Context: an optimization exercise on an open-source flow, tuned for small area, a short achievable clock period and few clock cycles. The choices shown serve that exercise and are no tape-out recipe.
Function was checked by simulation only, so behaviour that the tests miss may differ from the original.
Power figures rest on the tool's default switching activity, not on a simulated workload.

==> 09-24 <==
// tcore
module tcore (
    input  wire        clk,
    input  wire        rst,
    input  wire        req_valid,
    input  wire        req_we,
    input  wire [8:0]  req_addr,
    input  wire [31:0] req_wdata,
    output reg         rsp_valid,
    output reg  [31:0] rsp_rdata
);
    localparam [2:0] E_NONE    = 3'd0;
    localparam [2:0] E_ILLEGAL = 3'd1;
    localparam [2:0] E_OPERAND = 3'd2;
    localparam [2:0] E_BOUNDS  = 3'd3;
    localparam [2:0] E_TRYTE   = 3'd4;
    localparam [2:0] E_TRIT    = 3'd5;
    localparam [2:0] E_INCOVF  = 3'd6;
    localparam integer S_IDLE   = 0;
    localparam integer S_LAUNCH = 1;
    localparam integer S_MRD    = 2;
    localparam integer S_DEC    = 3;
    localparam integer S_ENC    = 4;
    localparam integer S_ADD    = 5;
    localparam integer S_ADDF   = 6;
    localparam integer S_INC    = 7;
    localparam integer S_INCW   = 8;
    localparam integer S_SCANI  = 9;
    localparam integer S_SCANY  = 10;
    localparam integer S_SCANT  = 11;
    localparam integer S_SCANP  = 12;
    localparam integer S_MRDT   = 13;
    localparam integer NS       = 14;
    genvar k, r, j;
    integer ik, ir;
    reg [191:0] tm;         
    reg [255:0] ym;         
    reg [31:0] opa, opb, opc, opd;
    reg [31:0] result;
    reg [2:0]  err;
    reg        err_any;
    reg [6:0]  fbase;       
    reg [2:0]  foff;
    reg [7:0]  esum;        
    reg [7:0]  thr_b;       
    reg [7:0]  thr_c;       
    reg [NS-1:0] st;
    reg        fresh;       
    reg [4:0]  opr;         
    reg        mrd_tm;      
    reg        scan_y;      
    reg        skipchk;     
  ...
==> flow/config.mk <==
export PLATFORM = sky130hd
export DESIGN_NAME = tcore
export DESIGN_NICKNAME = tcore
export VERILOG_FILES = /design/flow/design.v
export SDC_FILE = /design/flow/constraint.sdc
export NUM_CORES = 4
export LEC_CHECK = 0
export ABC_CLOCK_PERIOD_IN_PS = 3500
export CAP_MARGIN = 20
export CORE_MARGIN = 2
export CORE_UTILIZATION = 35
export PLACE_DENSITY = 0.55
export SETUP_SLACK_MARGIN = 5
export SLEW_MARGIN = 20
export TNS_END_PERCENT = 100
==> flow/constraint.sdc <==
create_clock -name core_clock -period 11.0 [get_ports {clk}]
set_input_delay 2.2000 -clock core_clock [delete_from_list [all_inputs] [get_ports {clk}]]
set_output_delay 2.2000 -clock core_clock [all_outputs]
set_load 0.01 [all_outputs]
standard.sh (not shown) runs the stock make flow with config.mk's settings and CLKGATE_MAP_FILE= SYNTH_SCRIPT=/design/flow/synth_recipe.tcl, a recipe that flattens the netlist after the stock synthesis.
==> flow/flow/run.sh <==
#!/bin/bash
set -euo pipefail
bash standard.sh \
    "BUFFER_PORTS_ARGS=-buffer_cell sky130_fd_sc_hd__buf_4" \
    MATCH_CELL_FOOTPRINT=0 \
    SETUP_SLACK_MARGIN=6.5 \
    finish > standard_finish.log 2>&1
==> 07-17: changes against 09-24 <==
--- a/flow/design.v
+++ b/flow/design.v
@@ -36,18 +36,16 @@
     reg [255:0] ym;         
     reg [31:0] opa, opb, opc, opd;
     reg [31:0] result;
     reg [2:0]  err;
     reg        err_any;
     reg [6:0]  fbase;       
     reg [2:0]  foff;
     reg [7:0]  esum;        
-    reg [7:0]  thr_b;       
-    reg [7:0]  thr_c;       
     reg [NS-1:0] st;
     reg        fresh;       
     reg [4:0]  opr;         
     reg        mrd_tm;      
     reg        scan_y;      
     reg        skipchk;     
     reg        tw_ok;       
     reg        inc_fin;     
@@ -473,16 +471,18 @@
     wire hi7_a = |opa[30:7];
     wire hi7_b = |opb[30:7];
     wire hi7_c = |opc[30:7];
     wire hi6_a = |opa[30:6];
     wire hi6_b = |opb[30:6];
     wire hi6_c = |opc[30:6];
     wire bnd_t96 = hi7_a || hi7_c || gt8(esum, 8'd96);           
     wire bnd_y32 = hi6_a || hi6_c || gt8(esum, 8'd32);           
+    wire [7:0] thr_b = dthr(opb[5:0]);
+    wire [7:0] thr_c = dthr(opc[5:0]);
     wire bnd_dec = bnd_y32 || hi7_b || thr_c[7] || gt8({1'b0, opb[6:0]}, {1'b0, thr_c[6:0]});
     wire bnd_enc = bnd_t96 || hi6_b || thr_b[7] || gt8({1'b0, opc[6:0]}, {1'b0, thr_b[6:0]});
     wire x1_ok = (opa == 32'h00000000) || (opa == 32'h00000001) || (opa == 32'hFFFFFFFF);
     wire x2_ok = (opb == 32'h00000000) || (opb == 32'h00000001) || (opb == 32'hFFFFFFFF);
     reg [31:0] tt_out;
     always @(*) begin
         case ({opa[1:0], opb[1:0]})
             {2'b11, 2'b11}: tt_out = 32'h00000001;
@@ -594,18 +594,16 @@
             result  <= 32'h0;
             err     <= E_NONE;
             err_any <= 1'b0;
             fbase   <= 7'd0;
             foff    <= 3'd0;
             tw_ok   <= 1'b0;
             inc_fin <= 1'b0;
             esum    <= 8'd0;
-            thr_b   <= 8'd96;
-            thr_c   <= 8'd96;
             st      <= {{(NS-1){1'b0}}, 1'b1};
             fresh   <= 1'b1;
             opr     <= 5'd0;
             mrd_tm  <= 1'b0;
             scan_y  <= 1'b0;
             skipchk <= 1'b0;
             trp     <= 7'd0;
             yrp     <= 5'd0;
@@ -642,25 +640,21 @@
                     case (req_addr)
                         9'h001: begin
                             opa   <= req_wdata;
                             trp   <= req_wdata[6:0];
                             yrp   <= req_wdata[4:0];
                             wbase <= req_wdata[6:0];
                             esum  <= add8({1'b0, req_wdata[6:0]}, {1'b0, opc[6:0]});
                         end
-                        9'h002: begin
-                            opb   <= req_wdata;
-                            thr_b <= dthr(req_wdata[5:0]);
-                        end
+                        9'h002: opb <= req_wdata;
                         9'h003: begin
                             opc  <= req_wdata;
                             rem  <= req_wdata[6:0];
                             esum  <= add8({1'b0, opa[6:0]}, {1'b0, req_wdata[6:0]});
-                            thr_c <= dthr(req_wdata[5:0]);
                         end
                         9'h004: begin
                             opd <= req_wdata;
                             an  <= req_wdata[30:0];
                         end
                         default: ;
                     endcase
                 end
CTS_CLUSTER_DIAMETER = 80   (was not set)
CTS_CLUSTER_SIZE = 30   (was not set)
==> 02-04: changes against 09-24 <==
--- a/flow/design.v
+++ b/flow/design.v
@@ -36,18 +36,16 @@
     reg [255:0] ym;         
     reg [31:0] opa, opb, opc, opd;
     reg [31:0] result;
     reg [2:0]  err;
     reg        err_any;
     reg [6:0]  fbase;       
     reg [2:0]  foff;
     reg [7:0]  esum;        
-    reg [7:0]  thr_b;       
-    reg [7:0]  thr_c;       
     reg [NS-1:0] st;
     reg        fresh;       
     reg [4:0]  opr;         
     reg        mrd_tm;      
     reg        scan_y;      
     reg        skipchk;     
     reg        tw_ok;       
     reg        inc_fin;     
@@ -473,16 +471,18 @@
     wire hi7_a = |opa[30:7];
     wire hi7_b = |opb[30:7];
     wire hi7_c = |opc[30:7];
     wire hi6_a = |opa[30:6];
     wire hi6_b = |opb[30:6];
     wire hi6_c = |opc[30:6];
     wire bnd_t96 = hi7_a || hi7_c || gt8(esum, 8'd96);           
     wire bnd_y32 = hi6_a || hi6_c || gt8(esum, 8'd32);           
+    wire [7:0] thr_b = dthr(opb[5:0]);
+    wire [7:0] thr_c = dthr(opc[5:0]);
     wire bnd_dec = bnd_y32 || hi7_b || thr_c[7] || gt8({1'b0, opb[6:0]}, {1'b0, thr_c[6:0]});
     wire bnd_enc = bnd_t96 || hi6_b || thr_b[7] || gt8({1'b0, opc[6:0]}, {1'b0, thr_b[6:0]});
     wire x1_ok = (opa == 32'h00000000) || (opa == 32'h00000001) || (opa == 32'hFFFFFFFF);
     wire x2_ok = (opb == 32'h00000000) || (opb == 32'h00000001) || (opb == 32'hFFFFFFFF);
     reg [31:0] tt_out;
     always @(*) begin
         case ({opa[1:0], opb[1:0]})
             {2'b11, 2'b11}: tt_out = 32'h00000001;
@@ -594,18 +594,16 @@
             result  <= 32'h0;
             err     <= E_NONE;
             err_any <= 1'b0;
             fbase   <= 7'd0;
             foff    <= 3'd0;
             tw_ok   <= 1'b0;
             inc_fin <= 1'b0;
             esum    <= 8'd0;
-            thr_b   <= 8'd96;
-            thr_c   <= 8'd96;
             st      <= {{(NS-1){1'b0}}, 1'b1};
             fresh   <= 1'b1;
             opr     <= 5'd0;
             mrd_tm  <= 1'b0;
             scan_y  <= 1'b0;
             skipchk <= 1'b0;
             trp     <= 7'd0;
             yrp     <= 5'd0;
@@ -642,25 +640,21 @@
                     case (req_addr)
                         9'h001: begin
                             opa   <= req_wdata;
                             trp   <= req_wdata[6:0];
                             yrp   <= req_wdata[4:0];
                             wbase <= req_wdata[6:0];
                             esum  <= add8({1'b0, req_wdata[6:0]}, {1'b0, opc[6:0]});
                         end
-                        9'h002: begin
-                            opb   <= req_wdata;
-                            thr_b <= dthr(req_wdata[5:0]);
-                        end
+                        9'h002: opb <= req_wdata;
                         9'h003: begin
                             opc  <= req_wdata;
                             rem  <= req_wdata[6:0];
                             esum  <= add8({1'b0, opa[6:0]}, {1'b0, req_wdata[6:0]});
-                            thr_c <= dthr(req_wdata[5:0]);
                         end
                         9'h004: begin
                             opd <= req_wdata;
                             an  <= req_wdata[30:0];
                         end
                         default: ;
                     endcase
                 end
CORE_UTILIZATION = 40   (was 35)
PLACE_DENSITY = 0.6   (was 0.55)
==> qor summary <==
                                                                                   07-17       02-04       09-24
Count of TritonRoute iterations in the first routing pass                              6           8           8
Clock latency reported for the late side of the worst-skew pair                  0.82 ns     0.77 ns     0.78 ns
Clock transition at path regs                                                    0.10 ns     0.06 ns     0.06 ns
Data arrival, critical path                                                      5.29 ns     5.11 ns     5.12 ns
Combinational Power Share                                                          14.3%       12.7%       12.9%
Die Y-Extent                                                                      391 um      366 um      389 um
Number of design-rule violations left by the first detailed-router iteration        5897        7025        6047
Wire length per cell                                                             27.9 um     28.0 um     27.8 um
Portion of netlist area occupied by mux cells                                      11.5%       11.5%       12.3%
M1 GR Usage                                                                        34.0%       41.8%       34.4%
Gate count after technology mapping                                                 5658        5658        5579
Worst-Margin Slew                                                                1.14 ns     1.24 ns     1.34 ns
Status                                                  no timing/DRC/antenna violations  no timing/DRC/antenna violations  no timing/DRC/antenna violations
Clock Skew                                                                      0.163 ns   0.0796 ns   0.0886 ns
Area of the multi-input gates                                                 29100 um^2  29000 um^2  28300 um^2
Clock buffer count in the final layout                                                62         126         119
Testbench counts of 09-24, summed over its fixed seeds: cycles 17,325.
Testbench counts of 07-17, summed over its fixed seeds: cycles 17,325.
Testbench counts of 02-04, summed over its fixed seeds: cycles 17,325.

re-timing with driven ports:
No port has a modelled driver above. Below, the same layouts with a new extraction and two added sets of constraints. Step 1 (the two cells are an assumption about what drives the block):
set clk [get_ports {clk}]
set_driving_cell -lib_cell sky130_fd_sc_hd__clkbuf_16 $clk
set_driving_cell -lib_cell sky130_fd_sc_hd__buf_2 [delete_from_list [all_inputs] $clk]
Step 2, shift: input delay + t, output delay - t, t = (earliest + latest rising clock arrival at the registers) / 2. This alone moves slack from input paths to output paths. Slacks: no drivers / after step 1 / after step 2; pairs: no drivers / after step 1.
run	t, ns	setup slack, ns	latest minus earliest clock arrival (ns)
09-24	0.806	6.537 / 6.517 / 5.711	0.089 / 0.088
07-17	0.810	6.447 / 6.450 / 5.639	0.170 / 0.169
02-04	0.807	6.501 / 6.513 / 5.706	0.081 / 0.080
After both steps setup and hold are still met in every run listed. For 09-24, which loses most, drivers alone change the setup slack by -0.020 ns; drivers and shift together by -0.826 ns.
